Background: an optimization exercise with open tools, aiming at small area. Do not read the settings as production practice.
RTL that was checked went through simulation tests only; none was proved equivalent to the original.
For runs 2 and 3, only the layout was checked, not whether the RTL still works.
Power figures rest on the tool's default switching activity, not on a simulated workload. No driver is modelled on the clock port, so clocking that relies on it looks cheaper here than on a real chip.

`flow/config.mk`:
```
export PLATFORM = sky130hd
export DESIGN_NAME = dmxte
export DESIGN_NICKNAME = dmxte
export VERILOG_FILES = /design/flow/design.v
export SDC_FILE = /design/flow/constraint.sdc
export NUM_CORES = 4
export LEC_CHECK = 0
export CAP_MARGIN = 20
export CORE_MARGIN = 2
export CORE_UTILIZATION = 40
export SLEW_MARGIN = 20
```
`flow/design.v`:
```
`default_nettype none
module dmxte (
    input  wire         clk,
    input  wire         rst,           
    input  wire         rx_valid,
    input  wire [7:0]   rx_byte,
    output reg          resp_valid,
    output wire [111:0] resp_packet,   
    output reg          line
);
    localparam N = 128;
    localparam [2:0] R_IDLE = 3'd0, R_CMD = 3'd1, R_LEN_LO = 3'd2,
                     R_LEN_HI = 3'd3, R_DATA = 3'd4, R_CHECKSUM = 3'd5;
    localparam [2:0] S_IDLE = 3'd0, S_BREAK = 3'd1, S_MAB = 3'd2,
                     S_DATA = 3'd3, S_DRAIN = 3'd4;
    localparam [2:0] C_OK = 3'd0, C_CSUM = 3'd1, C_CMD = 3'd2, C_LEN = 3'd3,
                     C_ERR = 3'd4, C_STATUS = 3'd5, C_TIMING = 3'd6;
    localparam [24:0] FPS_UNIT = 25'd100000;
    reg [5:0]   refresh_hz;
    reg [9:0]   break_us;
    reg [6:0]   mab_us;
    reg         enabled;
    reg [31:0]  fc_l;
    reg [13:0]  fps_l;
    reg         c_d, e_d, s_d;
    reg [2:0]   rstate;
    reg [2:0]   rx_cmd;          
    reg [7:0]   rx_xor;
    reg [10:0]  rx_rem;          
    reg [2:0]   rx_idx;          
    reg         len_lt2, len_ne6;
    reg [7:0]   p0;              
    reg [9:0]   p_brk;
    reg [6:0]   p_mab;
    reg         p_bad;           
    reg         range_err;       
    reg [7:0]   wp;              
    reg [2:0]   rcode;
    reg         commit_d, clr_d, fs_d, fs_d2;
    reg [2:0]   estate;
    reg [9:0]   phase_cnt;
    reg [7:0]   slot;            
    reg [3:0]   bitp;            
    reg [1:0]   sub;
    reg [19:0]  since;           
    reg [9:0]   win_us;
    reg [10:0]  win_ms;
    reg         ms_pend;         
    reg [24:0]  z;               
    function [19:0] interval_us;     
        input [5:0] r;
        begin
            case (r)
        6'd1: interval_us = 20'd1000000;
        6'd2: interval_us = 20'd500000;
        6'd3: interval_us = 20'd333333;
        6'd4: interval_us = 20'd250000;
        6'd5: interval_us = 20'd200000;
        6'd6: interval_us = 20'd166666;
        6'd7: interval_us = 20'd142857;
        6'd8: interval_us = 20'd125000;
        6'd9: interval_us = 20'd111111;
        6'd10: interval_us = 20'd100000;
        6'd11: interval_us = 20'd90909;
        6'd12: interval_us = 20'd83333;
        6'd13: interval_us = 20'd76923;
        6'd14: interval_us = 20'd71428;
        6'd15: interval_us = 20'd66666;
        6'd16: interval_us = 20'd62500;
        6'd17: interval_us = 20'd58823;
        6'd18: interval_us = 20'd55555;
        6'd19: interval_us = 20'd52631;
        6'd20: interval_us = 20'd50000;
        6'd21: interval_us = 20'd47619;
        6'd22: interval_us = 20'd45454;
        6'd23: interval_us = 20'd43478;
        6'd24: interval_us = 20'd41666;
        6'd25: interval_us = 20'd40000;
        6'd26: interval_us = 20'd38461;
        6'd27: interval_us = 20'd37037;
        6'd28: interval_us = 20'd35714;
        6'd29: interval_us = 20'd34482;
        6'd30: interval_us = 20'd33333;
        6'd31: interval_us = 20'd32258;
        6'd32: interval_us = 20'd31250;
        6'd33: interval_us = 20'd30303;
        6'd34: interval_us = 20'd29411;
        6'd35: interval_us = 20'd28571;
        6'd36: interval_us = 20'd27777;
        6'd37: interval_us = 20'd27027;
        6'd38: interval_us = 20'd26315;
        6'd39: interval_us = 20'd25641;
        6'd40: interval_us = 20'd25000;
        6'd41: interval_us = 20'd24390;
        6'd42: interval_us = 20'd23809;
        6'd43: interval_us = 20'd23255;
                default: interval_us = 20'd22727;
            endcase
        end
    endfunction
    wire [15:0] len16    = {rx_byte, rx_rem[7:0]};
    wire        in_data  = rx_valid && (rstate == R_DATA);
    wire        pkt_done = rx_valid && (rstate == R_CHECKSUM);
    wire        csum_ok  = (rx_byte == rx_xor);
    reg        do_enable, do_disable, do_blackout, do_commit, do_timing;
    reg [2:0]  code;
    always @* begin
        do_enable   = 1'b0;
        do_disable  = 1'b0;
        do_blackout = 1'b0;
        do_commit   = 1'b0;
        do_timing   = 1'b0;
        code        = C_OK;
        if (!csum_ok) begin
            code = C_CSUM;
        end else begin
            case (rx_cmd)
                3'd1: begin     
                    if (len_lt2)        code = C_LEN;
                    else if (range_err) code = C_ERR;
                    else                do_commit = pkt_done;
                end
                3'd2: code = C_STATUS;
                3'd3: do_enable   = pkt_done;
                3'd4: do_disable  = pkt_done;
                3'd5: do_blackout = pkt_done;
                3'd6: begin     
                    if (len_ne6)    code = C_LEN;
                    else if (p_bad) code = C_ERR;
                    else            do_timing = pkt_done;
                end
                3'd7: code = C_TIMING;
                default: code = C_CMD;
            endcase
        end
    end
    wire       enabled_p1 = do_enable ? 1'b1 : do_disable ? 1'b0 : enabled;
    wire       frame_start;
    wire [5:0] refresh_p1 = (do_timing && p0[5:0] != 6'd0) ? p0[5:0] : refresh_hz;
    wire [9:0] break_p1   = (do_timing && p_brk != 10'd0) ? p_brk : break_us;
    wire [6:0] mab_p1     = (do_timing && p_mab != 7'd0) ? p_mab : mab_us;
    always @(posedge clk) begin
        if (rst) begin
            rstate <= R_IDLE;
        end else if (rx_valid) begin
            case (rstate)
                R_IDLE:
                    if (rx_byte == 8'hAA) rstate <= R_CMD;
                R_CMD:    rstate <= R_LEN_LO;
                R_LEN_LO: rstate <= R_LEN_HI;
                R_LEN_HI:
                    if (len16 > 16'd1024)    rstate <= R_IDLE;
                    else if (len16 == 16'd0) rstate <= R_CHECKSUM;
                    else                     rstate <= R_DATA;
                R_DATA:
                    if (rx_rem == 11'd1) rstate <= R_CHECKSUM;
                default:
                    rstate <= R_IDLE;
            endcase
        end
    end
    always @(posedge clk) begin
        if (rx_valid) begin
            rx_xor <= (rstate == R_IDLE) ? 8'hAA : rx_xor ^ rx_byte;
            case (rstate)
                R_CMD:
                    rx_cmd <= (rx_byte[7:3] == 5'd0) ? rx_byte[2:0] : 3'd0;
                R_LEN_LO:
                    rx_rem[7:0] <= rx_byte;
                R_LEN_HI: begin
                    rx_rem  <= len16[10:0];
                    rx_idx  <= 3'd0;
                    len_lt2 <= (len16 < 16'd2);
                    len_ne6 <= (len16 != 16'd6);
                    p_bad   <= 1'b0;
                end
                R_DATA: begin
                    rx_rem <= rx_rem - 11'd1;
                    if (rx_idx != 3'd7) rx_idx <= rx_idx + 3'd1;
                    case (rx_idx)
                        3'd0: begin
                            p0 <= rx_byte;
                            if (rx_byte > 8'd44) p_bad <= 1'b1;
                        end
                        3'd1: begin
                            if (rx_byte != 8'd0) p_bad <= 1'b1;
                            range_err <= (rx_byte != 8'd0) ||
                                         ({3'd0, p0} + rx_rem > 11'd129);
                            wp <= p0;
                        end
                        3'd2: p_brk[7:0] <= rx_byte;
                        3'd3: begin
                            p_brk[9:8] <= rx_byte[1:0];
                            if (rx_byte[7:2] != 6'd0 ||
                                ({rx_byte[1:0], p_brk[7:0]} != 10'd0 &&
                                 ({rx_byte[1:0], p_brk[7:0]} < 10'd88 ||
                                  {rx_byte[1:0], p_brk[7:0]} > 10'd1000)))
                                p_bad <= 1'b1;
                        end
                        3'd4: begin
                            p_mab <= rx_byte[6:0];
                            if (rx_byte != 8'd0 && (rx_byte < 8'd8 || rx_byte > 8'd100))
                                p_bad <= 1'b1;
                        end
                        3'd5:
                            if (rx_byte != 8'd0) p_bad <= 1'b1;
                        default: ;
                    endcase
                    if (rx_idx >= 3'd2) wp <= wp + 8'd1;
                end
                default: ;
            endcase
        end
    end
    wire       stage_we = in_data && (rx_idx >= 3'd2);
    wire       clr      = rst || do_blackout;
    wire [7:0] stage_d  = clr ? 8'd0 : rx_byte;
    wire [7:0] start    = p0;
    wire [8*N-1:0] frame;
    genvar g;
    generate
        for (g = 0; g < N; g = g + 1) begin : ch
            reg  [7:0] stage_b;
            reg  [7:0] univ_b;
            reg  [7:0] frame_b;
            wire       s_en = clr || (stage_we && wp[6:0] == g);
            wire       u_en = clr_d || (commit_d && (start <= g) && (wp > g));
            always @(posedge clk)
                if (s_en) stage_b <= stage_d;
            always @(posedge clk)
                if (u_en) univ_b <= stage_b;
            always @(posedge clk)
                if (fs_d2) frame_b <= univ_b;
            assign frame[8*g +: 8] = frame_b;
        end
    endgenerate
    always @(posedge clk) begin
        if (rst) begin
            commit_d <= 1'b0;
            clr_d    <= 1'b1;
            fs_d     <= 1'b0;
            fs_d2    <= 1'b0;
        end else begin
            commit_d <= do_commit;
            clr_d    <= do_blackout;
            fs_d     <= frame_start;
            fs_d2    <= fs_d;
        end
    end
    assign frame_start = enabled_p1 && (estate == S_IDLE) &&
                         (since >= interval_us(refresh_p1));
    wire slot_end  = (bitp == 4'd9) && (sub == 2'd3);
    wire complete  = (estate == S_DATA) && (slot == 8'd111) &&
                     (bitp == 4'd15) && (sub == 2'd1);
    wire last_tick = (estate == S_DRAIN) && (slot == 8'd127) && slot_end;
    wire [7:0] cur_byte = frame[8*slot[6:0] +: 8];
    wire       data_bit = slot[7] ? 1'b0 : cur_byte[bitp[2:0]];
    wire       ser_bit  = (bitp == 4'd15) ? 1'b0 : bitp[3] ? 1'b1 : data_bit;
    always @(posedge clk) begin
        if (rst) begin
            estate    <= S_IDLE;
            phase_cnt <= 10'd0;
            slot      <= 8'd0;
            bitp      <= 4'd0;
            sub       <= 2'd0;
            since     <= 20'hFFFFF;
            line      <= 1'b1;
        end else begin
            since <= frame_start ? 20'd1 : (since == 20'hFFFFF) ? since : since + 20'd1;
            case (estate)
                S_IDLE: begin
                    line <= !frame_start;
                    if (frame_start) begin
                        estate    <= S_BREAK;
                        phase_cnt <= break_p1;
                        slot      <= {1'b0, mab_p1};
                    end
                end
                S_BREAK: begin
                    if (phase_cnt > 10'd1) begin
                        phase_cnt <= phase_cnt - 10'd1;
                        line      <= 1'b0;
                    end else begin
                        phase_cnt <= {3'd0, slot[6:0]};
                        estate    <= S_MAB;
                        line      <= 1'b1;
                    end
                end
                S_MAB: begin
                    if (phase_cnt > 10'd1) begin
                        phase_cnt <= phase_cnt - 10'd1;
                        line      <= 1'b1;
                    end else begin
                        estate <= S_DATA;
                        slot   <= 8'hFF;
                        bitp   <= 4'd15;
                        sub    <= 2'd1;
                        line   <= 1'b0;      
                    end
                end
                default: begin   
                    line <= ser_bit;
                    sub  <= sub + 2'd1;
                    if (sub == 2'd3) begin
                        if (slot_end) begin
                            bitp <= 4'd15;
                            slot <= slot + 8'd1;
                        end else begin
                            bitp <= bitp + 4'd1;
                        end
                    end
                    if (complete)  estate <= S_DRAIN;
                    if (last_tick) estate <= S_IDLE;
                end
            endcase
        end
    end
    wire        div_slot = (estate == S_DATA) && (slot == 8'd110);
    wire        pend_set = div_slot && (bitp == 4'd15) && (sub == 2'd0);
    wire        ms_tick  = (win_us == 10'd999);
    wire        pend_now = pend_set ? (win_us >= 10'd955) : ms_pend;
    wire        div_big  = (win_ms >= 11'd1000) || (win_ms == 11'd999 && pend_now);
    wire        div_step = div_slot && !bitp[3] && !bitp[2] &&
                           ({bitp[1:0], sub} < 4'd14) && div_big;
    wire [11:0] div_t    = z[24:13];
    wire [12:0] div_sub  = {1'b0, div_t} - {2'b0, win_ms} - {12'd0, pend_now};
    wire        div_ge   = !div_sub[12];
    wire sample = complete && !do_enable && (win_ms >= 11'd1000);
    always @(posedge clk) begin
        if (rst) begin
            win_us   <= 10'd0;
            win_ms   <= 11'd0;
            ms_pend  <= 1'b0;
            z        <= FPS_UNIT;
            enabled  <= 1'b0;
            refresh_hz <= 6'd44;
            break_us <= 10'd150;
            mab_us   <= 7'd12;
            fc_l     <= 32'd0;
            fps_l    <= 14'd0;
            c_d      <= 1'b0;
            e_d      <= 1'b0;
            s_d      <= 1'b0;
        end else begin
            enabled    <= enabled_p1;
            refresh_hz <= refresh_p1;
            break_us   <= break_p1;
            mab_us     <= mab_p1;
            if (do_enable || sample) begin
                win_ms <= 11'd0;
                win_us <= 10'd1;
            end else if (ms_tick) begin
                win_ms <= win_ms + 11'd1;
                win_us <= 10'd0;
            end else begin
                win_us <= win_us + 10'd1;
            end
            ms_pend <= pend_now && !ms_tick;
            if (complete && !sample)
                z <= (do_enable ? FPS_UNIT : z) + FPS_UNIT;
            else if (do_enable || s_d)
                z <= FPS_UNIT;
            else if (div_step)
                z <= {div_ge ? div_sub[10:0] : div_t[10:0], z[12:0], div_ge};
            c_d  <= complete;
            e_d  <= do_enable;
            s_d  <= sample;
            fc_l <= (e_d ? 32'd0 : fc_l) + {31'd0, c_d};
            fps_l <= e_d ? 14'd0 : s_d ? z[13:0] : fps_l;
        end
    end
    always @(posedge clk) begin
        if (rst) resp_valid <= 1'b0;
        else     resp_valid <= pkt_done;
        if (pkt_done) rcode <= code;
    end
    reg [111:0] pkt;
    reg [7:0]   st, px;
    reg [71:0]  pl;
    integer     k;
    always @* begin
        case (rcode)
            C_CSUM:  st = 8'h02;
            C_CMD:   st = 8'h03;
            C_LEN:   st = 8'h04;
            C_ERR:   st = 8'hFF;
            default: st = 8'h00;
        endcase
        pl  = 72'd0;
        pkt = 112'd0;
        pkt[7:0]   = 8'hBB;
        pkt[15:8]  = st;
        if (rcode == C_STATUS) begin
            pl = {18'd0, fps_l, fc_l, 7'd0, enabled};
            px = 8'hBB ^ 8'h09;
            for (k = 0; k < 9; k = k + 1) px = px ^ pl[8*k +: 8];
            pkt[23:16]  = 8'h09;
            pkt[103:32] = pl;
            pkt[111:104] = px;
        end else if (rcode == C_TIMING) begin
            pl = {24'd0, 9'd0, mab_us, 6'd0, break_us, 10'd0, refresh_hz};
            px = 8'hBB ^ 8'h06;
            for (k = 0; k < 6; k = k + 1) px = px ^ pl[8*k +: 8];
            pkt[23:16]  = 8'h06;
            pkt[79:32]  = pl[47:0];
            pkt[87:80]  = px;
        end else begin
            px = 8'hBB ^ st;
            pkt[39:32] = px;
        end
    end
    assign resp_packet = pkt;
endmodule
`default_nettype wire
```
`flow/run.sh`:
```
#!/bin/bash
# synth_recipe.tcl (not shown) runs the flow's synth.tcl, then flattens the netlist and writes it again
# the make line also repeats each setting of config.mk as NAME=value (left out here)
make -C /OpenROAD-flow-scripts/flow DESIGN_CONFIG=/design/flow/config.mk WORK_HOME=/design/flow/orfs CLKGATE_MAP_FILE= SYNTH_SCRIPT=/design/flow/synth_recipe.tcl finish
```
`flow/constraint.sdc`:
```
create_clock -name core_clock -period 1000.0 [get_ports {clk}]
set_input_delay 200.0000 -clock core_clock [delete_from_list [all_inputs] [get_ports {clk}]]
set_output_delay 200.0000 -clock core_clock [all_outputs]
set_load 0.01 [all_outputs]
```
==> reports/summary.txt, run 1 <==
Minimum clock period after layout - 205,930 ps
Top-area cell type share of the netlist area - 78.0%
Required time of the critical path - 1,000,790 ps
Crit path from - rx_valid
Max Cap Viol - 0
Die Span X - 553 um
Yosys top cell by area - edfxtp_1
Die ar. - 306,000 um2
Post-CTS Resized - 0
WL final - 315,000 um
Finished Layout Cells - 11,090
Setup violations, final - 0
Initial Utilization - 40.3%
Sequential fraction of the synthesis area - 80.9%
Vias in the first global route - 60,418
IO Count - 125
Most frequent cell after synthesis - edfxtp_1
Cts bufs inserted - 334
GR Util All Layers - 20.3%
Num rows - 201
Final global-route overflow total - 0
Peak supply drop - 1.25 uV
CP Capture Type - flip-flop
Crit path DAT - 206,720 ps
Initial antenna violation count - 24
Input/output buffers - 88
Multi-input gate area - 21,400 um2
Dpl hpwl - 203,000 um
Classification of the worst-slack hold path - flip-flop to flip-flop
Worst-path maximum fanout - 14
Vias/cell - 5.53
Worst clock skew - 55.5 ps
CTS tree - built
Top layer in use - met5
CP startpoint kind - input pin
M1 wire length - 129,000 um
WL met3 - 27,000 um
Routed Antenna Nets - 0
Adder-cell share of the synthesized area - 0.972%
Synth Area in Simple Gates - 4.54%
Synthesized cell area - 121,000 um2
Share of post-route cells with drive strength above 1 - 15.3%
Wire length on met2 - 147,000 um
Fmax - 4.86 MHz
Fin crit share - 20.6%
Rel. slew slack - 23.0%
CTS Hold Bufs - 0
Yosys reg bits - 3,313
Nets - 6,966
Final Max Tran Viols - 0
Async SR Flop Fraction - 0%
Number of synthesized flops with an enable pin - 3,137
Maximum number of pins on one net before global-route repair - 165
Sequential Area - 97,700 um2
Area delta synth->final - 14.5%
Initial DRC count - 7,902
Most frequent cells after synthesis - 3,137 x edfxtp_1, 392 x nand2_1, 362 x o21ai_0
Clk Latency, worst-skew pair - 900 ps
Fill cell count - 25,113
# DRC - 0
Synth Area in Compound Gates - 5.03%
RSZ-0062 raised after global routing - false
First-pass GRT wire length - 448,000 um
TritonCTS Sinks - 3,313
Worst Tran Pin Value - 1140 ps
Ys flop type - edfxtp_1
Worst-path clk slew - 60 ps
Hold Vio Cnt, Final - 0
Fin Setup TNS - 0 ps
Main combinational cell family by area after synthesis - multiplexers
Hold WS - 386 ps
Mapped Cells - 6,502
Routed length per instance - 28.4 um
Core footprint - 300,000 um2
Reg2reg start - rx_cmd[0]$_SDFFCE_PP0P_
Critical path class - input pin to flip-flop
Xor/xnor share of the synthesized area - 1.17%
Fin util - 46.1%
Vias - 61,334
Die Span Y - 553 um
CTS root buffer - clkbuf_16
PD cells - 2.14 nW/um2
Leak pwr - 46.5 nW
Hold path startpoint - ch[99].univ_b[1]$_DFFE_PP_
DRT Pass-1 Iters - 6
Yosys Warn Count - 1
Setup Buffers After CTS - 0
Max Root-Sink Buffers - 4
Area contributors post-synth - edfxtp_1 78%, mux4_2 4.8%, dfxtp_1 2.9%
Post-synth cell types - 91
CTS H-tree depth - 5
Placed Cells - 10,482
Multiplexer area fraction after synthesis - 5.71%
Syn avg cell area - 18.6 um2
Routability Congestion - 0.979
Outcome - no timing/DRC/antenna violations
==> per-layer routing <==
metal	up-vias	track usage (%)
li1	26232	-
met1	31715	28.0
met2	2860	32.1
met3	525	3.76
met4	2	7.21
met5	-	0
==> report_power, final <==
group / internal, W / leakage, nW / switching (W)
Clock: 0.0000735 / 5.36 / 0.0000521
Combinational: 0.00000268 / 9.04 / 0.00000770
Sequential: 0.000158 / 32.1 / 0.00000191
==> path summary, 6_finish.rpt <==
| path | endpoint | slack [ps] | cells after the start |
|---|---|---|---|
| setup / recovery | slot[2]$_SDFFE_PP0P_ | 794070 | 24 |
| hold / removal | ch[99].frame_b[1]$_DFFE_PP_ | 390 | 0 |
| setup reg to reg | slot[2]$_SDFFE_PP0P_ | 993580 | 22 |
| hold reg to reg | ch[99].frame_b[1]$_DFFE_PP_ | 390 | 0 |
==> critical path, stage by stage <==
cell	delay, ps
clkdlybuf4s50_1	880
nor2b_1	270
nand3_1	180
inv_1	210
nand4_1	340
a31oi_4	400
mux2_2	530
inv_1	300
ha_1	430
nand2_1	120
a21boi_0	160
o31ai_1	240
o22ai_1	130
ha_1	300
nand2b_1	100
a21o_1	150
a21oi_1	80
o211ai_1	190
a211oi_1	130
o211a_1	330
o221ai_1	450
buf_2	310
o21ai_0	120
a221oi_1	330
==> sequential cells by signal, summed over array words and instances (netlist names), 8 cells and up <==
name	cells
ch.univ_b	1024
fc_l	32
break_us	10
z	25
rx_rem	11
fps_l	14
since	20
phase_cnt	10
win_us	10
win_ms	11
p_brk	10
slot	8
wp	8
ch.frame_b	1024
ch.stage_b	1024
p0	8
rx_xor	8
==> cells by family after synthesis <==
group,count (synthesis)
fa+ha+maj,92
other cells,2
compound gates,958
xor+xnor,161
buf+inv,445
flops,3313
simple gates,1168
mux,363
==> cell type report <==
type / count / share of cell area [%]
sequential: 3313 / 70.7
multi-input combinational: 2778 / 15.4
clock buffer: 396 / 6.27
tap: 3958 / 3.58
timing repair buffer: 340 / 2.04
clock inverter: 203 / 1.69
inverter: 96 / 0.264
antenna: 6 / 0.0109
==> layout by cell type, fill, tap and decap left out, types with 27 or more instances in the layout <==
master           count
nor3_1              72
a22oi_1             33
xnor2_1            110
nor2b_1             34
buf_4              244
inv_1               89
a221oi_1            29
dfxtp_1            170
clkdlybuf4s50_1     87
clkinv_1            58
clkinv_2            59
bufinv_16           43
edfxtp_1          3137
o211ai_1            31
o21ai_0            324
clkbuf_1            56
mux4_2             260
nand2_1            392
a21o_1              31
nand2b_1            32
clkbuf_16          336
nor2_1             292
a21oi_1            182
nand3_1             99
o21ai_1             38
a22o_1              31
mux2i_1             95
xor2_1              51
a211oi_1            27
and3_1              54
o22ai_1             27
conb_1              36
and2_1              28
ha_1                89
==> per-stage QoR <==
step                instance area (um2)  total power (W)  setup slack [ps]
finish                           138000         0.000296            794070
global route                     138000         0.000305            793710
CTS                              138000         0.000298            793870
detailed placement               127000         0.000173            792960
global placement                 127000         0.000173            793100
floorplan                        121000         0.000168            795220
==> run 2, diff against run 1 <==
--- a/flow/design.v
+++ b/flow/design.v
@@ -217,4 +217,28 @@
     wire [7:0] stage_d  = clr ? 8'd0 : rx_byte;
     wire [7:0] start    = p0;
+    wire [7:0]  s_grp;
+    wire [15:0] s_lin;
+    wire [7:0]  u_all, u_end, u_beg, u_bth;
+    wire [15:0] l_lt, l_ge, l_in;
+    genvar h;
+    generate
+        for (h = 0; h < 8; h = h + 1) begin : grp
+            wire ah = !start[7] && (start[6:4] < h);     
+            wire bh = !start[7] && (start[6:4] == h);    
+            wire ch = wp[7] || (wp[6:4] > h);            
+            wire dh = !wp[7] && (wp[6:4] == h);          
+            assign s_grp[h] = stage_we && (wp[6:4] == h);
+            assign u_all[h] = clr_d || (commit_d && ah && ch);
+            assign u_end[h] = commit_d && ah && dh;
+            assign u_beg[h] = commit_d && bh && ch;
+            assign u_bth[h] = commit_d && bh && dh;
+        end
+        for (h = 0; h < 16; h = h + 1) begin : lin
+            assign s_lin[h] = (wp[3:0] == h);
+            assign l_lt[h]  = (h < wp[3:0]);
+            assign l_ge[h]  = (h >= start[3:0]);
+            assign l_in[h]  = l_lt[h] && l_ge[h];
+        end
+    endgenerate
     wire [8*N-1:0] frame;
     genvar g;
@@ -224,6 +248,7 @@
             reg  [7:0] univ_b;
             reg  [7:0] frame_b;
-            wire       s_en = clr || (stage_we && wp[6:0] == g);
-            wire       u_en = clr_d || (commit_d && (start <= g) && (wp > g));
+            wire       s_en = clr || (s_grp[g/16] && s_lin[g%16]);
+            wire       u_en = u_all[g/16] || (u_end[g/16] && l_lt[g%16]) ||
+                              (u_beg[g/16] && l_ge[g%16]) || (u_bth[g/16] && l_in[g%16]);
             always @(posedge clk)
                 if (s_en) stage_b <= stage_d;
--- a/flow/config.mk
+++ b/flow/config.mk
@@ -8,4 +8,6 @@
 export CAP_MARGIN = 20
 export CORE_MARGIN = 2
-export CORE_UTILIZATION = 40
+export CORE_UTILIZATION = 70
+export CTS_BUF_LIST = sky130_fd_sc_hd__clkbuf_8
+export PLACE_DENSITY = 0.8
 export SLEW_MARGIN = 20
==> run 2 against run 1 <==
Against the previous run: synthesized cell count fell by 3.3%; non-clock buffer count down 21; clock skew increased by 56 ps; via count is 2.4% higher; still clean; critical path type unchanged; cell count fell by 15%.
==> reports/summary.txt, run 2 <==
Outcome - no timing/DRC/antenna violations (unchanged)
Cts bufs inserted - 480 (was 334)
Placed cell area - 124,000 um2 (was 127,000 um2)
IO Count - 125 (unchanged)
Worst Tran Pin Value - 1260 ps (was 1140 ps)
Top-area cell type share of the netlist area - 78.6% (was 78.0%)
Synthesized cell area - 120,000 um2 (was 121,000 um2)
Most frequent cells after synthesis - 3,137 x edfxtp_1, 281 x nor2_1, 267 x a21oi_1 (was 3,137 x edfxtp_1, 392 x nand2_1, 362 x o21ai_0)
Yosys Warn Count - 1 (unchanged)
Async SR Flop Fraction - 0% (unchanged)
CP Capture Type - flip-flop (unchanged)
Multi-input gate area - 20,700 um2 (was 21,400 um2)
Biggest regs - ch.frame_b x1024, ch.stage_b x1024, ch.univ_b x1024 (unchanged)
Vias in the first global route - 61,731 (was 60,418)
Required time of the critical path - 1,000,980 ps (was 1,000,790 ps)
Synth Area in Compound Gates - 5.35% (was 5.03%)
Yosys top cell by area - edfxtp_1 (unchanged)
R2R Setup Slk - 992,390 ps (was 993,580 ps)
DRT Pass-1 Iters - 14 (was 6)
Nets - 6,892 (was 6,966)
Yosys reg bits - 3,313 (unchanged)
Max Root-Sink Buffers - 4 (unchanged)
Slowest-stage cell, CP - o311ai_1 (was clkdlybuf4s50_1)
Critical path's most frequent cell - a21oi_1
Routed Antenna Nets - 0 (unchanged)
Fin crit share - 20.6% (about the same)
Synth Area in Simple Gates - 3.83% (was 4.54%)
Worst-path clk slew - 60 ps (about the same)
Hold Vio Cnt, Final - 0 (unchanged)
Post-synth cell types - 88 (was 91)
Minimum clock period after layout - 206,210 ps (was 205,930 ps)
Syn avg cell area - 19.1 um2 (was 18.6 um2)
Clk Latency, worst-skew pair - 1160 ps (was 900 ps)
Initial DRC count - 10,525 (was 7,902)
CP top delay family - simple AND/OR/NAND/NOR gates (was compound AO/OA/AOI/OAI gates)
Vias - 62,781 (was 61,334)
CTS H-tree depth - 5 (unchanged)
Initial antenna violation count - 24 (unchanged)
Fmax - 4.85 MHz (was 4.86 MHz)
CTS root buffer - clkbuf_8 (was clkbuf_16)
Num rows - 151 (was 201)
# DRC - 0 (unchanged)
Peak supply drop - 1.95 uV (was 1.25 uV)
Critical path class - input pin to flip-flop (unchanged)
CTS Hold Bufs - 0 (unchanged)
Fin Setup TNS - 0 ps (unchanged)
Adder-cell share of the synthesized area - 0.969% (was 0.972%)
Crit path DAT - 207,190 ps (was 206,720 ps)
Ys flop type - edfxtp_1 (unchanged)
Worst clock skew - 112 ps (was 55.5 ps)
Post-CTS Resized - 0 (unchanged)
Hold Path Depth - 0 (unchanged)
Final Instance Area - 133,000 um2 (was 138,000 um2)
Routed length per instance - 32.5 um (was 28.4 um)
Critical path buffers and inverters - 3 (was 4)
Rel. slew slack - 15.8% (was 23.0%)
Final global-route overflow total - 0 (unchanged)
Number of synthesized flops with an enable pin - 3,137 (unchanged)
Worst-path maximum fanout - 26 (was 14)
WL final - 305,000 um (was 315,000 um)
Main combinational cell family by area after synthesis - multiplexers (unchanged)
Dpl hpwl - 189,000 um (was 203,000 um)
Xor/xnor share of the synthesized area - 1.15% (was 1.17%)
Final Max Tran Viols - 0 (unchanged)
Worst-case reg-to-reg path depth - 19 (was 22)
RSZ-0062 raised after global routing - false (unchanged)
Fill cell count - 8,220 (was 25,113)
TritonCTS Sinks - 3,313 (unchanged)
Most common cell after layout, fill and taps aside - edfxtp_1 (unchanged)
Mapped Cells - 6,286 (was 6,502)
Reg2reg start - p0[1]$_DFFE_PP_ (was rx_cmd[0]$_SDFFCE_PP0P_)
Setup violations, final - 0 (unchanged)
Share of post-route cells with drive strength above 1 - 16.1% (was 15.3%)
Maximum number of pins on one net before global-route repair - 196 (was 165)
GR Util All Layers - 35.0% (was 20.3%)
Die Span Y - 418 um (was 553 um)
Vias/cell - 6.69 (was 5.53)
Multiplexer area fraction after synthesis - 5.56% (was 5.71%)
CTS tree - built (unchanged)
Sequential Area - 97,700 um2 (about the same)
CP max stage delay - 820 ps (was 880 ps)
Hold endpoint - ch[7].univ_b[4]$_DFFE_PP_ (was ch[99].frame_b[1]$_DFFE_PP_)
Cell Chain, Critical Path - clkdlybuf4s50_1 -> xnor2_1 -> nand4_1 -> nor4_4 -> o31ai_2 -> mux2_4 -> clkinv_1 -> buf_4 -> nor2_1 -> a21oi_1 -> a21oi_1 -> o32ai_1 -> ha_1 -> and3_1 -> and3_1 -> a21oi_1 -> o2111ai_1 -> nand3_1 -> o311ai_1 -> nor2_1 -> a211oi_1 (was clkdlybuf4s50_1 -> nor2b_1 -> nand3_1 -> inv_1 -> nand4_1 -> a31oi_4 -> mux2_2 -> inv_1 -> ha_1 -> nand2_1 -> a21boi_0 -> o31ai_1 -> o22ai_1 -> ha_1 -> nand2b_1 -> a21o_1 -> a21oi_1 -> o211ai_1 -> a211oi_1 -> o211a_1 -> o221ai_1 -> buf_2 -> o21ai_0 -> a221oi_1)
Routability Congestion - 0.990 (was 0.979)
Max Cap Viol - 0 (unchanged)
Sequential fraction of the synthesis area - 81.5% (was 80.9%)
Hold path startpoint - ch[7].stage_b[4]$_DFFE_PP_ (was ch[99].univ_b[1]$_DFFE_PP_)
Area contributors post-synth - edfxtp_1 79%, mux4_2 4.3%, dfxtp_1 2.9% (was edfxtp_1 78%, mux4_2 4.8%, dfxtp_1 2.9%)
Input/output buffers - 88 (unchanged)
Classification of the worst-slack hold path - flip-flop to flip-flop (unchanged)
Commonest non-fill, non-tap cells in the layout - 3,137 x edfxtp_1, 493 x clkbuf_8, 278 x nor2_1, 264 x a21oi_1, 235 x nand2_1 (was 3,137 x edfxtp_1, 392 x nand2_1, 336 x clkbuf_16, 324 x o21ai_0, 292 x nor2_1)
Die Span X - 418 um (was 553 um)
Core footprint - 170,000 um2 (was 300,000 um2)
Die ar. - 175,000 um2 (was 306,000 um2)
Worst R2R End - slot[1]$_SDFFE_PP0P_ (was slot[2]$_SDFFE_PP0P_)
Initial Utilization - 70.6% (was 40.3%)
PD cells - 2.06 nW/um2 (was 2.14 nW/um2)
Most frequent cell after synthesis - edfxtp_1 (unchanged)
Area delta synth->final - 10.9% (was 14.5%)
CP startpoint kind - input pin (unchanged)
Leak pwr - 44.2 nW (was 46.5 nW)
First-pass GRT wire length - 428,000 um (was 448,000 um)
Setup Buffers After CTS - 0 (unchanged)
==> run 2: cell count changes after synthesis, moves of 15 or more <==
cell	previous run	this run
and3_1	54	20
nand3_1	103	82
mux2_2	6	21
nor2_1	297	281
o221ai_1	18	95
a21o_1	31	57
and2_1	36	56
mux4_2	260	230
a21oi_1	182	267
nand2_1	392	237
o21bai_1	9	27
o21ai_0	362	259
clkbuf_1	219	196
==> run 2: cell families (layout without fill, tap and decap cells) <==
group | count (synthesis) | count (layout)
multiplexers | 362 | 362
XOR/XNOR | 157 | 157
AO/OA/AOI/OAI | 997 | 997
adder cells (fa/ha/maj) | 91 | 91
buffers and inverters | 414 | 1245
flip-flops | 3313 | 3313
AND/OR/NAND/NOR | 950 | 950
other | 2 | 54
==> run 2: layer usage <==
metal	wire (um)	vias up	global-route usage [%]	part of all wire, %
li1	-	25936	-	-
met1	107000	31173	47.3	35
met2	142000	4740	53.4	46
met3	40900	916	10.8	13
met4	15000	16	15.6	4.9
met5	117	-	0	0.038
==> run 2: area by class of cell <==
cell class                 instances  share of cell area, %
clock buffer                     493                   5.11
timing repair buffer             319                   2.03
tap                             2218                   2.09
sequential                      3313                   73.5
antenna                           18                 0.0339
inverter                          83                  0.234
multi-input combinational       2593                   15.6
clock inverter                   350                   1.42
==> run 2: stage by stage <==
step / setup WS, ps / hold slack, ps / utilization (%) / std cells / total power, W
floorplan: 795130 / 400 / - / 6320 / 0.000171
global placement: 792890 / 400 / 73.1 / 8513 / 0.000175
detailed placement: 792870 / 405 / 73.1 / 8518 / 0.000176
CTS: 794020 / 311 / 78.2 / 9361 / 0.000273
global route: 793340 / 333 / 78.3 / 9373 / 0.000280
finish: 793790 / 335 / 78.3 / 9387 / 0.000273
==> run 2: worst max path at each step <==
stage               start                      to  slack (ps)  depth (start not counted)
2_1_floorplan  rx_byte[0]  since[16]$_SDFFE_PP1P_      795130                         22
3_3_place_gp   rx_byte[1]    slot[3]$_SDFFE_PP0P_      792890                         21
3_5_place_dp   rx_byte[1]    slot[1]$_SDFFE_PP0P_      792870                         21
4_1_cts        rx_byte[1]    slot[1]$_SDFFE_PP0P_      794020                         21
5_1_grt        rx_byte[1]    slot[1]$_SDFFE_PP0P_      793340                         21
6_report       rx_byte[1]    slot[1]$_SDFFE_PP0P_      793790                         21
==> run 2: where the power goes <==
| part | internal, W | leakage [nW] | switching, W |
|---|---|---|---|
| logic | 0.00000275 | 8.07 | 0.00000724 |
| registers | 0.000161 | 31.1 | 0.00000266 |
| clock network | 0.0000498 | 4.98 | 0.0000496 |
==> run 3, diff against run 2 <==
--- a/flow/config.mk
+++ b/flow/config.mk
@@ -8,6 +8,8 @@
 export CAP_MARGIN = 20
 export CORE_MARGIN = 2
-export CORE_UTILIZATION = 70
-export CTS_BUF_LIST = sky130_fd_sc_hd__clkbuf_8
-export PLACE_DENSITY = 0.8
+export CORE_UTILIZATION = 80
+export CTS_BUF_LIST = sky130_fd_sc_hd__clkbuf_16
+export CTS_CLUSTER_DIAMETER = 100
+export CTS_CLUSTER_SIZE = 30
+export PLACE_DENSITY = 0.9
 export SLEW_MARGIN = 20
==> run 3 against run 2 <==
Against the previous run: the run now fails in global routing (5_1_grt); synthesized area did not move; synthesized cell count is the same.
==> reports/summary.txt, run 3 <==
Outcome - aborted with a tool error (was no timing/DRC/antenna violations)
Fail Step - global routing (5_1_grt)
Tool Error - [ERROR GRT-0228] Horizontal edge usage exceeds the maximum allowed. (26, 22) usage=65535 limit=3200
Area contributors post-synth - edfxtp_1 79%, mux4_2 4.3%, dfxtp_1 2.9% (unchanged)
Num rows - 142 (was 151)
Sequential fraction of the synthesis area - 81.5% (unchanged)
Max Root-Sink Buffers - 3 (was 4)
Maximum number of pins on one net before global-route repair - 180
Async SR Flop Fraction - 0% (unchanged)
Initial antenna violation count - 119
Most frequent cell after synthesis - edfxtp_1 (unchanged)
Post-synth cell types - 88 (unchanged)
Input/output buffers - 88 (unchanged)
Synthesized cell area - 120,000 um2 (unchanged)
Yosys top cell by area - edfxtp_1 (unchanged)
Ys flop type - edfxtp_1 (unchanged)
TritonCTS Sinks - 3,313 (unchanged)
Yosys reg bits - 3,313 (unchanged)
Initial Utilization - 80.3% (was 70.6%)
Top-area cell type share of the netlist area - 78.6% (unchanged)
Most frequent cells after synthesis - 3,137 x edfxtp_1, 281 x nor2_1, 267 x a21oi_1 (unchanged)
Placed cell area - 123,000 um2 (was 124,000 um2)
Routability Congestion - 0.981 (was 0.990)
Placed Cells - 8,209 (was 8,518)
Syn avg cell area - 19.1 um2 (unchanged)
CTS Hold Bufs - 0 (unchanged)
Mapped Cells - 6,286 (unchanged)
Number of synthesized flops with an enable pin - 3,137 (unchanged)
CTS H-tree depth - 3 (was 5)
Die Span X - 391 um (was 418 um)
Die Span Y - 391 um (was 418 um)
Cts bufs inserted - 121 (was 480)
Yosys Warn Count - 1 (unchanged)
Dpl hpwl - 232,000 um (was 189,000 um)
Setup Buffers After CTS - 0 (unchanged)
Post-CTS Resized - 0 (unchanged)
CTS root buffer - clkbuf_16 (was clkbuf_8)
IO Count - 125 (unchanged)
-- run 3: cell counts after synthesis --
Identical to the previous run, type by type.
-- run 3: power by group through the flow --
stage	combinational (W)	sequential, W	clock, W
3_3_place_gp	0.00000903	0.000166	0
2_1_floorplan	0.00000564	0.000165	0
4_1_cts	0.0000106	0.000165	0.0000643
3_5_place_dp	0.00000997	0.000167	0
-- run 3: how the worst max path moves through the flow --
stage	to	cells after the start	slack, ps
CTS	slot[3]$_SDFFE_PP0P_	20	793430
global placement	slot[3]$_SDFFE_PP0P_	19	793030
floorplan	since[16]$_SDFFE_PP1P_	22	795130
detailed placement	slot[6]$_SDFFE_PP0P_	19	792860
-- run 3: kinds of logic after synthesis --
| kind of cell | count (synthesis) | share of synthesized area, % |
|---|---|---|
| xor+xnor | 157 | 1.15 |
| fa+ha+maj | 91 | 0.969 |
| simple gates | 950 | 3.83 |
| other cells | 2 | 0.00627 |
| flops | 3313 | 81.5 |
| buf+inv | 414 | 1.59 |
| compound gates | 997 | 5.35 |
| mux | 362 | 5.56 |
-- run 3: through the flow --
| stage | setup slack, ps | total power (W) | hold WS [ps] | util (%) |
|---|---|---|---|---|
| after floorplan | 795130 | 0.000171 | 400 | - |
| after global placement | 793030 | 0.000175 | 400 | 82.7 |
| after detailed placement | 792860 | 0.000177 | 405 | 82.7 |
| after CTS | 793430 | 0.000240 | 394 | 85.0 |
==> run 4, diff against run 3 <==
--- a/flow/design.v
+++ b/flow/design.v
@@ -185,6 +185,5 @@
                         3'd1: begin
                             if (rx_byte != 8'd0) p_bad <= 1'b1;
-                            range_err <= (rx_byte != 8'd0) ||
-                                         ({3'd0, p0} + rx_rem > 11'd129);
+                            range_err <= (rx_byte != 8'd0) || (p0 > N);
                             wp <= p0;
                         end
@@ -207,5 +206,8 @@
                         default: ;
                     endcase
-                    if (rx_idx >= 3'd2) wp <= wp + 8'd1;
+                    if (rx_idx >= 3'd2) begin
+                        wp <= wp + 8'd1;
+                        if (wp[7]) range_err <= 1'b1;
+                    end
                 end
                 default: ;
--- a/flow/config.mk
+++ b/flow/config.mk
@@ -8,8 +8,8 @@
 export CAP_MARGIN = 20
 export CORE_MARGIN = 2
-export CORE_UTILIZATION = 80
+export CORE_UTILIZATION = 65
 export CTS_BUF_LIST = sky130_fd_sc_hd__clkbuf_16
 export CTS_CLUSTER_DIAMETER = 100
 export CTS_CLUSTER_SIZE = 30
-export PLACE_DENSITY = 0.9
+export PLACE_DENSITY = 0.75
 export SLEW_MARGIN = 20
==> run 4 against run 3 <==
Against the previous run: the run now finishes clean; synthesized cell count increased by 0.24%; synthesized area about the same.
==> reports/summary.txt, run 4 <==
Outcome - no timing/DRC/antenna violations (was aborted with a tool error)
Seq pwr share - 68.3%
Worst-case reg-to-reg path depth - 22
Synthesized cell area - 120,000 um2 (about the same)
PD cells - 1.87 nW/um2
Dpl hpwl - 188,000 um (was 232,000 um)
TritonCTS Sinks - 3,313 (unchanged)
Yosys Warn Count - 1 (unchanged)
Hold path startpoint - ch[77].univ_b[4]$_DFFE_PP_
Max Root-Sink Buffers - 3 (unchanged)
Worst Tran Pin Value - 1220 ps
Setup Buffers After CTS - 0 (unchanged)
CTS Hold Bufs - 0 (unchanged)
Die ar. - 188,000 um2
Clock Power Share - 27.0%
Initial DRC count - 9,243
CTS tree - built
RSZ-0062 raised after global routing - false
CP max stage delay - 890 ps
CTS root buffer - clkbuf_16 (unchanged)
Num rows - 157 (was 142)
Minimum clock period after layout - 206,830 ps
Leak pwr - 41.0 nW
Clk Latency, worst-skew pair - 850 ps
Initial Utilization - 65.4% (was 80.3%)
Peak supply drop - 2.24 uV
Critical path class - input pin to flip-flop
Worst setup margin - 793,170 ps
Worst-path maximum fanout - 21
Routed length per instance - 32.8 um
Final global-route overflow total - 0
WL final - 294,000 um
Critical path buffers and inverters - 3
Comb power frac - 4.7%
Maximum number of pins on one net before global-route repair - 198
Vias in the first global route - 57,313
Syn avg cell area - 19.0 um2 (was 19.1 um2)
GR Util All Layers - 31.7%
First-pass GRT wire length - 415,000 um
Most common cell after layout, fill and taps aside - edfxtp_1
Worst R2R End - slot[6]$_SDFFE_PP0P_
Most frequent cell after synthesis - edfxtp_1 (unchanged)
IO Count - 125 (unchanged)
Slowest-stage cell, CP - clkdlybuf4s50_1
Number of synthesized flops with an enable pin - 3,137 (unchanged)
Fin crit share - 20.7%
Switch Pwr - 0.0000501 W
Input/output buffers - 88 (unchanged)
Crit path DAT - 207,580 ps
CP top delay family - simple AND/OR/NAND/NOR gates
Initial antenna violation count - 24
Area delta synth->final - 7.03%
Biggest regs - ch.frame_b x1024, ch.stage_b x1024, ch.univ_b x1024
Internal power - 0.000190 W
Mapped Cells - 6,301 (was 6,286)
Hold Path Depth - 0
Routed Antenna Nets - 0
Final Max Tran Viols - 0
Classification of the worst-slack hold path - flip-flop to flip-flop
Hold Vio Cnt, Final - 0
Rel. slew slack - 18.0%
Sw Ratio - 20.9%
Vias/cell - 6.64
Reg2reg start - p0[1]$_DFFE_PP_
Worst-path clk slew - 110 ps
Yosys reg bits - 3,313 (unchanged)
Routability Congestion - 0.993 (was 0.981)
Post-CTS Resized - 0 (unchanged)
Sequential fraction of the synthesis area - 81.6% (was 81.5%)
Die Span X - 433 um (was 391 um)
Hold endpoint - ch[77].frame_b[4]$_DFFE_PP_
CTS H-tree depth - 4 (was 3)
Commonest non-fill, non-tap cells in the layout - 3,137 x edfxtp_1, 282 x nor2_1, 279 x nand2_1, 246 x a21oi_1, 244 x mux4_2
Hold WS - 401 ps
Vias - 59,653
Area contributors post-synth - edfxtp_1 79%, mux4_2 4.6%, dfxtp_1 2.9% (was edfxtp_1 79%, mux4_2 4.3%, dfxtp_1 2.9%)
Pre-CTS setup slack - 792,480 ps (was 792,860 ps)
Async SR Flop Fraction - 0% (unchanged)
Worst clock skew - 37.4 ps
Setup violations, final - 0
# DRC - 0
Fill cell count - 11,153
Core footprint - 183,000 um2
Most frequent cells after synthesis - 3,137 x edfxtp_1, 287 x nor2_1, 283 x nand2_1 (was 3,137 x edfxtp_1, 281 x nor2_1, 267 x a21oi_1)
Cell Chain, Critical Path - clkdlybuf4s50_1 -> and4b_1 -> and2_1 -> and4_1 -> nand2_1 -> mux2_1 -> clkinv_1 -> ha_1 -> nand2_1 -> a211oi_1 -> a211oi_1 -> ha_1 -> nand2b_1 -> a21o_1 -> a21o_1 -> a21oi_1 -> o211ai_1 -> a31oi_1 -> nor4_2 -> buf_4 -> or4_1 -> a221oi_1
Fin Setup TNS - 0 ps
Cts bufs inserted - 131 (was 121)
Post-synth cell types - 93 (was 88)
CP Capture Type - flip-flop
Required time of the critical path - 1,000,750 ps
Ys flop type - edfxtp_1 (unchanged)
R2R Setup Slk - 992,060 ps
Nets - 6,556
Share of post-route cells with drive strength above 1 - 11.5%
CP startpoint kind - input pin
Fin util - 70.0%
Sequential Area - 97,700 um2
Top-area cell type share of the netlist area - 78.6% (about the same)
Multi-input gate area - 20,600 um2
DRT Pass-1 Iters - 8
Die Span Y - 433 um (was 391 um)
Max Cap Viol - 0
Fmax - 4.83 MHz
Yosys top cell by area - edfxtp_1 (unchanged)
[run 4: changes by cell type after synthesis, sizes merged, moves of 9 or more]
cell / previous run / this run
a31oi: 20 / 31
nand2: 237 / 284
and3: 20 / 30
o22ai: 25 / 13
mux2i: 102 / 93
mux2: 22 / 11
a21oi: 267 / 249
nor3: 62 / 72
o21bai: 27 / 17
buf: 135 / 122
a21o: 57 / 27
a31o: 1 / 13
clkbuf: 196 / 205
[run 4: cells by family after synthesis]
kind of cell             count (synthesis)  share of synthesized area (%)
AO/OA/AOI/OAI                          964                           5.21
XOR/XNOR                               152                           1.11
adder cells (fa/ha/maj)                 82                          0.869
buffers and inverters                  406                           1.57
flip-flops                            3313                           81.6
multiplexers                           348                           5.47
other                                    2                        0.00627
AND/OR/NAND/NOR                       1034                           4.18
[run 4: how the worst max path moves through the flow]
| stage | cells past startpoint | endpoint | startpoint |
|---|---|---|---|
| floorplan | 22 | slot[5]$_SDFFE_PP0P_ | rx_byte[2] |
| global placement | 22 | slot[5]$_SDFFE_PP0P_ | rx_valid |
| detailed placement | 22 | slot[6]$_SDFFE_PP0P_ | rx_valid |
| CTS | 22 | slot[6]$_SDFFE_PP0P_ | rx_valid |
| global route | 22 | slot[6]$_SDFFE_PP0P_ | rx_valid |
| finish | 22 | slot[6]$_SDFFE_PP0P_ | rx_valid |
[run 4: area by class of cell]
cell class,instances,area share [%]
antenna,18,0.0351
inverter,79,0.231
multi-input combinational,2616,16.1
clock inverter,33,0.263
sequential,3313,76.2
tap,2464,2.40
clock buffer,136,2.65
timing repair buffer,322,2.11
[run 4: worst register-to-register path: stages, from the launching register on]
cell and delay, ps:
edfxtp_1 760, or3_1 490, buf_4 240, nor2_1 460
nand2_1 490, nand2_1 310, mux2_1 440, clkinv_1 600
ha_1 600, nand2_1 210, a211oi_1 110, a211oi_1 240
ha_1 260, nand2b_1 160, a21o_1 180, a21o_1 200
a21oi_1 250, o211ai_1 170, a31oi_1 490, nor4_2 60
buf_4 240, or4_1 580, a221oi_1 300
[run 4: metal layers]
metal	GRT usage (%)	routed length, um	up-vias
met5	0.338	262	-
met4	13.4	13400	24
met3	6.31	32400	660
met2	49.3	139000	3788
met1	44.5	110000	30189
li1	-	-	24992
[run 4: power by group through the flow]
stage,registers [W],clock network (W),logic [W]
floorplan,0.000165,0,0.00000650
global placement,0.000166,0,0.0000109
detailed placement,0.000167,0,0.0000111
CTS,0.000164,0.0000655,0.0000112
global route,0.000164,0.0000692,0.0000119
finish,0.000164,0.0000648,0.0000113
[run 4: per-stage QoR]
| step | instances | power [W] | cell area (um2) |
|---|---|---|---|
| global placement | 8786 | 0.000177 | 124000 |
| CTS | 8959 | 0.000240 | 128000 |
| finish | 8981 | 0.000240 | 128000 |
| global route | 8967 | 0.000245 | 128000 |
| detailed placement | 8790 | 0.000178 | 124000 |
| floorplan | 6335 | 0.000172 | 120000 |
==> run 5, diff against run 4 <==
--- a/flow/config.mk
+++ b/flow/config.mk
@@ -10,6 +10,6 @@
 export CORE_UTILIZATION = 65
 export CTS_BUF_LIST = sky130_fd_sc_hd__clkbuf_16
-export CTS_CLUSTER_DIAMETER = 100
-export CTS_CLUSTER_SIZE = 30
+export CTS_CLUSTER_DIAMETER = 80
+export CTS_CLUSTER_SIZE = 24
 export PLACE_DENSITY = 0.75
 export SLEW_MARGIN = 20
==> run 5 against run 4 <==
Against the previous run: total power is 3.8% higher; highest routed layer unchanged; worst setup slack better by 83 ps; critical path type unchanged; register-to-register slack better by 20 ps; sequential cell count stayed put; sequential power hardly changed; maximum frequency hardly changed; die area stayed put.
==> reports/summary.txt, run 5 <==
Worst-case reg-to-reg path depth - 22 (unchanged)
Routed length per instance - 32.9 um (was 32.8 um)
Yosys reg bits - 3,313 (unchanged)
CP Capture Type - flip-flop (unchanged)
Vias - 60,240 (was 59,653)
Worst-path clk slew - 90 ps (was 110 ps)
Placed Cells - 8,790 (unchanged)
Clk Latency, worst-skew pair - 890 ps (was 850 ps)
Worst clock skew - 67.7 ps (was 37.4 ps)
Rel. slew slack - 18.2% (was 18.0%)
Synthesized cell area - 120,000 um2 (unchanged)
Clock Power Share - 29.7% (was 27.0%)
Fmax - 4.84 MHz (was 4.83 MHz)
Initial Utilization - 65.4% (unchanged)
Fin Setup TNS - 0 ps (unchanged)
Hold path startpoint - ch[18].stage_b[2]$_DFFE_PP_ (was ch[77].univ_b[4]$_DFFE_PP_)
Area delta synth->final - 7.99% (was 7.03%)
Sequential fraction of the synthesis area - 81.6% (unchanged)
Placed cell area - 124,000 um2 (unchanged)
Share of post-route cells with drive strength above 1 - 12.1% (was 11.5%)
DRT Pass-1 Iters - 9 (was 8)
Vias/cell - 6.65 (was 6.64)
CTS tree - built (unchanged)
Outcome - no timing/DRC/antenna violations (unchanged)
Area contributors post-synth - edfxtp_1 79%, mux4_2 4.6%, dfxtp_1 2.9% (unchanged)
Cts bufs inserted - 165 (was 131)
Max Cap Viol - 0 (unchanged)
Top-area cell type share of the netlist area - 78.6% (unchanged)
Peak supply drop - 1.93 uV (was 2.24 uV)
Final Instance Area - 129,000 um2 (was 128,000 um2)
Nets - 6,591 (was 6,556)
Commonest non-fill, non-tap cells in the layout - 3,137 x edfxtp_1, 282 x nor2_1, 279 x nand2_1, 246 x a21oi_1, 244 x mux4_2 (unchanged)
Setup violations, final - 0 (unchanged)
Ys flop type - edfxtp_1 (unchanged)
Routed Antenna Nets - 0 (unchanged)
Hold Vio Cnt, Final - 0 (unchanged)
Classification of the worst-slack hold path - flip-flop to flip-flop (unchanged)
CTS H-tree depth - 4 (unchanged)
Biggest regs - ch.frame_b x1024, ch.stage_b x1024, ch.univ_b x1024 (unchanged)
Worst-path maximum fanout - 21 (unchanged)
Worst R2R End - slot[6]$_SDFFE_PP0P_ (unchanged)
IO Count - 125 (unchanged)
Vias in the first global route - 58,258 (was 57,313)
Dpl hpwl - 188,000 um (unchanged)
Initial DRC count - 9,073 (was 9,243)
Leak pwr - 41.6 nW (was 41.0 nW)
Hold endpoint - ch[18].univ_b[2]$_DFFE_PP_ (was ch[77].frame_b[4]$_DFFE_PP_)
CTS root buffer - clkbuf_16 (unchanged)
Minimum clock period after layout - 206,750 ps (was 206,830 ps)
Fin crit share - 20.7% (about the same)
CP startpoint kind - input pin (unchanged)
Die Span Y - 433 um (unchanged)
CTS Hold Bufs - 0 (unchanged)
Required time of the critical path - 1,000,760 ps (was 1,000,750 ps)
TritonCTS Sinks - 3,313 (unchanged)
WL final - 298,000 um (was 294,000 um)
Num rows - 157 (unchanged)
Core footprint - 183,000 um2 (unchanged)
Seq pwr share - 65.8% (was 68.3%)
Most frequent cells after synthesis - 3,137 x edfxtp_1, 287 x nor2_1, 283 x nand2_1 (unchanged)
Die ar. - 188,000 um2 (unchanged)
Final global-route overflow total - 0 (unchanged)
Setup Buffers After CTS - 0 (unchanged)
# DRC - 0 (unchanged)
Async SR Flop Fraction - 0% (unchanged)
Reg2reg start - p0[1]$_DFFE_PP_ (unchanged)
Multi-input gate area - 20,600 um2 (about the same)
Yosys top cell by area - edfxtp_1 (unchanged)
Max Root-Sink Buffers - 3 (unchanged)
Routability Congestion - 0.993 (unchanged)
Finished Layout Cells - 9,055 (was 8,981)
RSZ-0062 raised after global routing - false (unchanged)
Switch Pwr - 0.0000530 W (was 0.0000501 W)
Input/output buffers - 88 (unchanged)
Sw Ratio - 21.3% (was 20.9%)
Worst Tran Pin Value - 1230 ps (was 1220 ps)
Fill cell count - 10,945 (was 11,153)
Comb power frac - 4.6% (was 4.7%)
Internal power - 0.000196 W (was 0.000190 W)
GR Util All Layers - 32.1% (was 31.7%)
First-pass GRT wire length - 421,000 um (was 415,000 um)
Syn avg cell area - 19.0 um2 (unchanged)
PD cells - 1.92 nW/um2 (was 1.87 nW/um2)
Sequential Area - 97,700 um2 (unchanged)
Maximum number of pins on one net before global-route repair - 198 (unchanged)
Post-CTS Resized - 0 (unchanged)
Yosys Warn Count - 1 (unchanged)
Final Max Tran Viols - 0 (unchanged)
R2R Setup Slk - 992,080 ps (was 992,060 ps)
Hold Path Depth - 0 (unchanged)
Initial antenna violation count - 26 (was 24)
Critical path class - input pin to flip-flop (unchanged)
Most common cell after layout, fill and taps aside - edfxtp_1 (unchanged)
Post-synth cell types - 93 (unchanged)
Mapped Cells - 6,301 (unchanged)
Most frequent cell after synthesis - edfxtp_1 (unchanged)
Number of synthesized flops with an enable pin - 3,137 (unchanged)
Die Span X - 433 um (unchanged)
Crit path DAT - 207,510 ps (was 207,580 ps)
## run 5: cell count changes in the layout (fill, tap and decap cells not counted), sizes merged
cell | previous run | this run
clkbuf | 137 | 168
inv | 104 | 126
diode | 18 | 28
clkinv | 6 | 14
buf | 234 | 236
clkinvlp | 0 | 1
## run 5: layout make-up
cell class / count / share of cell area (%)
well taps: 2464 / 2.38
inverters: 79 / 0.229
clock buffers: 168 / 3.25
diodes: 28 / 0.0542
repair buffers: 323 / 2.10
clock inverters: 64 / 0.501
multi-input cells: 2616 / 15.9
flip-flops and latches: 3313 / 75.6
## run 5: kinds of logic (layout without fill, tap and decap cells)
kind of cell    count (synthesis)  count (layout)  share of synthesized area [%]
mux                           348             348                           5.47
xor+xnor                      152             152                           1.11
compound gates                964             964                           5.21
buf+inv                       406             634                           1.57
other cells                     2              64                        0.00627
fa+ha+maj                      82              82                          0.869
simple gates                 1034            1034                           4.18
flops                        3313            3313                           81.6
## run 5: power groups by stage
stage          clock (W)  combinational, W  sequential, W
6_report       0.0000738         0.0000113       0.000164
2_1_floorplan          0        0.00000650       0.000165
5_1_grt        0.0000783         0.0000119       0.000164
4_1_cts        0.0000742         0.0000112       0.000164
3_3_place_gp           0         0.0000109       0.000166
3_5_place_dp           0         0.0000111       0.000167
## run 5: per-stage QoR
stage	hold WS (ps)	worst slack, ps	utilization (%)	total power, W
floorplan	400	795350	-	0.000172
global placement	400	792700	67.9	0.000177
detailed placement	405	792480	67.9	0.000178
CTS	407	793410	70.5	0.000249
global route	408	792720	70.6	0.000255
finish	399	793250	70.7	0.000249
## run 5: worst max-delay path, stage by stage
cell and delay [ps]:
clkdlybuf4s50_1 900, and4b_1 500, and2_1 210, and4_1 530, nand2_1 230, mux2_1 530, clkinv_1 590, ha_1 610
nand2_1 220, a211oi_1 120, a211oi_1 240, ha_1 260, nand2b_1 160, a21o_1 180, a21o_1 200, a21oi_1 230
o211ai_1 160, a31oi_1 470, nor4_2 60, buf_4 240, or4_1 570, a221oi_1 290
## run 5: worst max path at each step
stage	startpoint	cells past startpoint	endpoint	slack (ps)
floorplan	rx_byte[2]	22	slot[5]$_SDFFE_PP0P_	795350
global placement	rx_valid	22	slot[5]$_SDFFE_PP0P_	792700
detailed placement	rx_valid	22	slot[6]$_SDFFE_PP0P_	792480
CTS	rx_valid	22	slot[6]$_SDFFE_PP0P_	793410
global route	rx_valid	22	slot[6]$_SDFFE_PP0P_	792720
finish	rx_valid	22	slot[6]$_SDFFE_PP0P_	793250
## run 5: routing by layer
| metal | vias to the layer above | track usage, % | share of wire (%) |
|---|---|---|---|
| li1 | 25112 | - | - |
| met1 | 30427 | 44.6 | 37 |
| met2 | 3915 | 50.3 | 47 |
| met3 | 774 | 6.85 | 11 |
| met4 | 12 | 13.6 | 4.7 |
| met5 | - | 0 | 0.028 |
==> run 6, diff against run 5 <==
==> flow/flow/run.sh (new file) <==
#!/bin/bash
# The standard layout (the standard.sh, standard synthesis unchanged), with two changes:
#  - clock tree synthesis adds no dummy loads (same clustering as config.mk);
#  - the port buffers are sky130_fd_sc_hd__buf_1 (the resizer may still upsize them).
# ORFS writes each step's full log under orfs/logs/; standard.log has make's own output.
set -euo pipefail
export CTS_ARGS="-sink_clustering_enable -repair_clock_nets -dont_use_dummy_load -buf_list sky130_fd_sc_hd__clkbuf_16 -sink_clustering_size 30 -sink_clustering_max_diameter 100"
export BUFFER_PORTS_ARGS="-buffer_cell sky130_fd_sc_hd__buf_1"
bash standard.sh > standard.log 2>&1
==> flow/standard.sh (new file) <==
#!/bin/bash
# synth_recipe.tcl (not shown) runs the flow's synth.tcl, then flattens the netlist and writes it again
# the make line also repeats each setting of config.mk as NAME=value (left out here)
make -C /OpenROAD-flow-scripts/flow DESIGN_CONFIG=/design/flow/config.mk WORK_HOME=/design/flow/orfs CLKGATE_MAP_FILE= SYNTH_SCRIPT=/design/flow/synth_recipe.tcl "${@:-finish}"
--- a/flow/config.mk
+++ b/flow/config.mk
@@ -10,6 +10,6 @@
 export CORE_UTILIZATION = 65
 export CTS_BUF_LIST = sky130_fd_sc_hd__clkbuf_16
-export CTS_CLUSTER_DIAMETER = 80
-export CTS_CLUSTER_SIZE = 24
+export CTS_CLUSTER_DIAMETER = 100
+export CTS_CLUSTER_SIZE = 30
 export PLACE_DENSITY = 0.75
 export SLEW_MARGIN = 20
removed: flow/run.sh
==> run 6 against run 5 <==
Against the previous run: still clean; register-to-register slack improved by 100 ps; combinational power barely moved; routed wire length fell by 2.1%; first-iteration DRC count fell by 5.9%; total power fell by 5.3%; maximum frequency rose by 0.14%; cell count fell by 1.3%; largest power group unchanged.
==> reports/summary.txt, run 6 <==
Die ar. - 188,000 um2 (unchanged)
Most frequent cells after synthesis - 3,137 x edfxtp_1, 287 x nor2_1, 283 x nand2_1 (unchanged)
CP Capture Type - flip-flop (unchanged)
Synthesized cell area - 120,000 um2 (unchanged)
Routability Congestion - 1.03 (was 0.993)
Yosys reg bits - 3,313 (unchanged)
Worst-path clk slew - 110 ps (was 90 ps)
Biggest regs - ch.frame_b x1024, ch.stage_b x1024, ch.univ_b x1024 (unchanged)
Final Max Tran Viols - 0 (unchanged)
Initial DRC count - 8,538 (was 9,073)
Nets - 6,557 (was 6,591)
Max Cap Viol - 0 (unchanged)
IO Count - 125 (unchanged)
Syn avg cell area - 19.0 um2 (unchanged)
Critical path class - input pin to flip-flop (unchanged)
RSZ-0062 raised after global routing - false (unchanged)
Vias/cell - 6.63 (was 6.65)
Mapped Cells - 6,301 (unchanged)
Num rows - 157 (unchanged)
Top-area cell type share of the netlist area - 78.6% (unchanged)
Most frequent cell after synthesis - edfxtp_1 (unchanged)
Setup violations, final - 0 (unchanged)
DRT Pass-1 Iters - 8 (was 9)
Leak pwr - 40.5 nW (was 41.6 nW)
Yosys Warn Count - 1 (unchanged)
# DRC - 0 (unchanged)
Vias in the first global route - 57,134 (was 58,258)
Minimum clock period after layout - 206,460 ps (was 206,750 ps)
Crit path DAT - 207,160 ps (was 207,510 ps)
Worst-path maximum fanout - 16 (was 21)
Area contributors post-synth - edfxtp_1 79%, mux4_2 4.6%, dfxtp_1 2.9% (unchanged)
CTS Hold Bufs - 0 (unchanged)
Setup Buffers After CTS - 0 (unchanged)
Async SR Flop Fraction - 0% (unchanged)
Sw Ratio - 20.4% (was 21.3%)
Rel. slew slack - 16.7% (was 18.2%)
PD cells - 1.85 nW/um2 (was 1.92 nW/um2)
Worst Tran Pin Value - 1250 ps (was 1230 ps)
Fmax - 4.84 MHz (about the same)
Input/output buffers - 88 (unchanged)
Initial Utilization - 65.4% (unchanged)
Clk Latency, worst-skew pair - 860 ps (was 890 ps)
Vias - 59,239 (was 60,240)
Post-CTS Resized - 0 (unchanged)
CP startpoint kind - input pin (unchanged)
Max Root-Sink Buffers - 3 (unchanged)
Hold Vio Cnt, Final - 0 (unchanged)
CTS tree - built (unchanged)
Share of post-route cells with drive strength above 1 - 11.1% (was 12.1%)
Outcome - no timing/DRC/antenna violations (unchanged)
Peak supply drop - 2.03 uV (was 1.93 uV)
Required time of the critical path - 1,000,700 ps (was 1,000,760 ps)
Die Span Y - 433 um (unchanged)
Initial antenna violation count - 20 (was 26)
TritonCTS Sinks - 3,313 (unchanged)
Seq pwr share - 69.4% (was 65.8%)
Cts bufs inserted - 130 (was 165)
Fin Setup TNS - 0 ps (unchanged)
Area delta synth->final - 6.16% (was 7.99%)
Yosys top cell by area - edfxtp_1 (unchanged)
GR Util All Layers - 31.5% (was 32.1%)
CTS root buffer - clkbuf_16 (unchanged)
Maximum number of pins on one net before global-route repair - 168 (was 198)
Core footprint - 183,000 um2 (unchanged)
Ys flop type - edfxtp_1 (unchanged)
Dpl hpwl - 186,000 um (was 188,000 um)
Number of synthesized flops with an enable pin - 3,137 (unchanged)
Sequential fraction of the synthesis area - 81.6% (unchanged)
WL final - 292,000 um (was 298,000 um)
Commonest non-fill, non-tap cells in the layout - 3,137 x edfxtp_1, 283 x nor2_1, 281 x nand2_1, 248 x a21oi_1, 244 x mux4_2 (was 3,137 x edfxtp_1, 282 x nor2_1, 279 x nand2_1, 246 x a21oi_1, 244 x mux4_2)
Most common cell after layout, fill and taps aside - edfxtp_1 (unchanged)
Classification of the worst-slack hold path - flip-flop to flip-flop (unchanged)
Clock Power Share - 25.8% (was 29.7%)
Routed length per instance - 32.7 um (was 32.9 um)
Comb power frac - 4.8% (was 4.6%)
Worst clock skew - 79.8 ps (was 67.7 ps)
CTS H-tree depth - 4 (unchanged)
Post-synth cell types - 93 (unchanged)
Fin crit share - 20.6% (was 20.7%)
Die Span X - 433 um (unchanged)
Switch Pwr - 0.0000481 W (was 0.0000530 W)
Internal power - 0.000188 W (was 0.000196 W)
Routed Antenna Nets - 0 (unchanged)
First-pass GRT wire length - 414,000 um (was 421,000 um)
Hold WS - 364 ps (was 399 ps)
Final global-route overflow total - 0 (unchanged)
==> run 6: metrics by stage <==
stage          instance area, um2  setup WS [ps]  power (W)  instances  utilization (%)
3_5_place_dp               124000         792800   0.000178       8788             67.6
3_3_place_gp               124000         793010   0.000177       8786             67.6
4_1_cts                    127000         793650   0.000236       8918             69.4
6_report                   127000         793540   0.000236       8934             69.5
5_1_grt                    127000         793200   0.000241       8927             69.4
2_1_floorplan              120000         795350   0.000172       6335                -
==> run 6: final timing paths <==
path / endpoint / from / slack, ps / cells past startpoint
setup / recovery: slot[6]$_SDFFE_PP0P_ / rx_valid / 793540 / 21
hold reg to reg: ch[100].frame_b[7]$_DFFE_PP_ / ch[100].univ_b[7]$_DFFE_PP_ / 360 / 0
hold / removal: ch[100].frame_b[7]$_DFFE_PP_ / ch[100].univ_b[7]$_DFFE_PP_ / 360 / 0
setup reg to reg: slot[6]$_SDFFE_PP0P_ / p0[1]$_DFFE_PP_ / 992180 / 21
==> run 6: routing by layer <==
metal | GRT usage (%) | share of wire, %
met1 | 43.5 | 37
met2 | 49.8 | 47
met3 | 7.00 | 11
met4 | 12.3 | 4.5
met5 | 0.390 | 0.080
==> run 6: cell type report <==
type                            instances  area, um2
Antenna cell                            8       20.0
Timing Repair Buffer                  324       2200
Multi-Input combinational cell       2616      20600
Sequential cell                      3313      97700
Clock buffer                          130       3250
Tap cell                             2464       3080
Inverter                               79        297
Fill cell                           11194      55900
==> run 6: power by group through the flow <==
| stage | Combinational [W] | Sequential, W | Clock, W |
|---|---|---|---|
| after floorplan | 0.00000650 | 0.000165 | 0 |
| after global placement | 0.0000108 | 0.000166 | 0 |
| after detailed placement | 0.0000110 | 0.000167 | 0 |
| after CTS | 0.0000111 | 0.000164 | 0.0000615 |
| after global routing | 0.0000120 | 0.000164 | 0.0000652 |
| final | 0.0000113 | 0.000164 | 0.0000608 |
==> run 6: cell families (layout without fill, tap and decap cells) <==
| logic type | count (synthesis) | in the layout | synth area share, % |
|---|---|---|---|
| DFF | 3313 | 3313 | 81.6 |
| muxes | 348 | 348 | 5.47 |
| and+or+nand+nor | 1034 | 1034 | 4.18 |
| AOI/OAI and AO/OA | 964 | 964 | 5.21 |
| other | 2 | 44 | 0.00627 |
| adders and majority gates | 82 | 82 | 0.869 |
| buffers and inverters | 406 | 533 | 1.57 |
| xor gates and xnor gates | 152 | 152 | 1.11 |
==> run 6: worst max-delay path: stages <==
cell      delay (ps)
buf_1            590
and4b_1          490
and2_1           220
and4_1           530
nand2_1          220
mux2_1           590
clkinv_1         630
ha_1             600
nand2_1          200
a211oi_1         120
a211oi_1         280
ha_1             280
nand2b_1         140
a21o_1           180
a21o_1           170
a21oi_1          150
o211ai_1         150
a31oi_1          520
nor4_2           170
or4_1            590
a221oi_1         290

==> what the ideal ports hide <==
The results above use ideal ports. As a check the final layouts listed here were re-extracted and re-timed, cells and wires unchanged. Step 1: set_driving_cell puts a clkbuf_16 on clk and a buf_2 on each other input, an assumption about the parent block. Step 2 adds t to the input delays and takes it off the output delays; t is the mean of the earliest and latest rising clock arrival at the registers after step 1. Input paths then give back, and output paths get back, about the clock's delay inside the block. Three values: ideal ports, drivers, drivers and shift; two values: the first two.
run	t, ns	setup WS [ns]	worst setup path at the end	slew at the worst register clock pin (ns)	cell pins on the clock port's net
run 1	0.974	794.067 / 794.144 / 793.170	input to register	0.07 / 0.07	1
run 2	1.178	793.788 / 793.820 / 792.642	input to register	0.09 / 0.09	1
run 4	0.926	793.168 / 793.216 / 792.290	input to register	0.12 / 0.12	1
run 5	0.953	793.251 / 793.304 / 792.351	input to register	0.10 / 0.10	1
run 6	0.907	793.539 / 793.591 / 792.684	input to register	0.12 / 0.12	1
After both steps setup and hold are still met in every run listed. For run 2, which loses most, drivers alone change the setup slack by +0.032 ns; drivers and shift together by -1.146 ns.
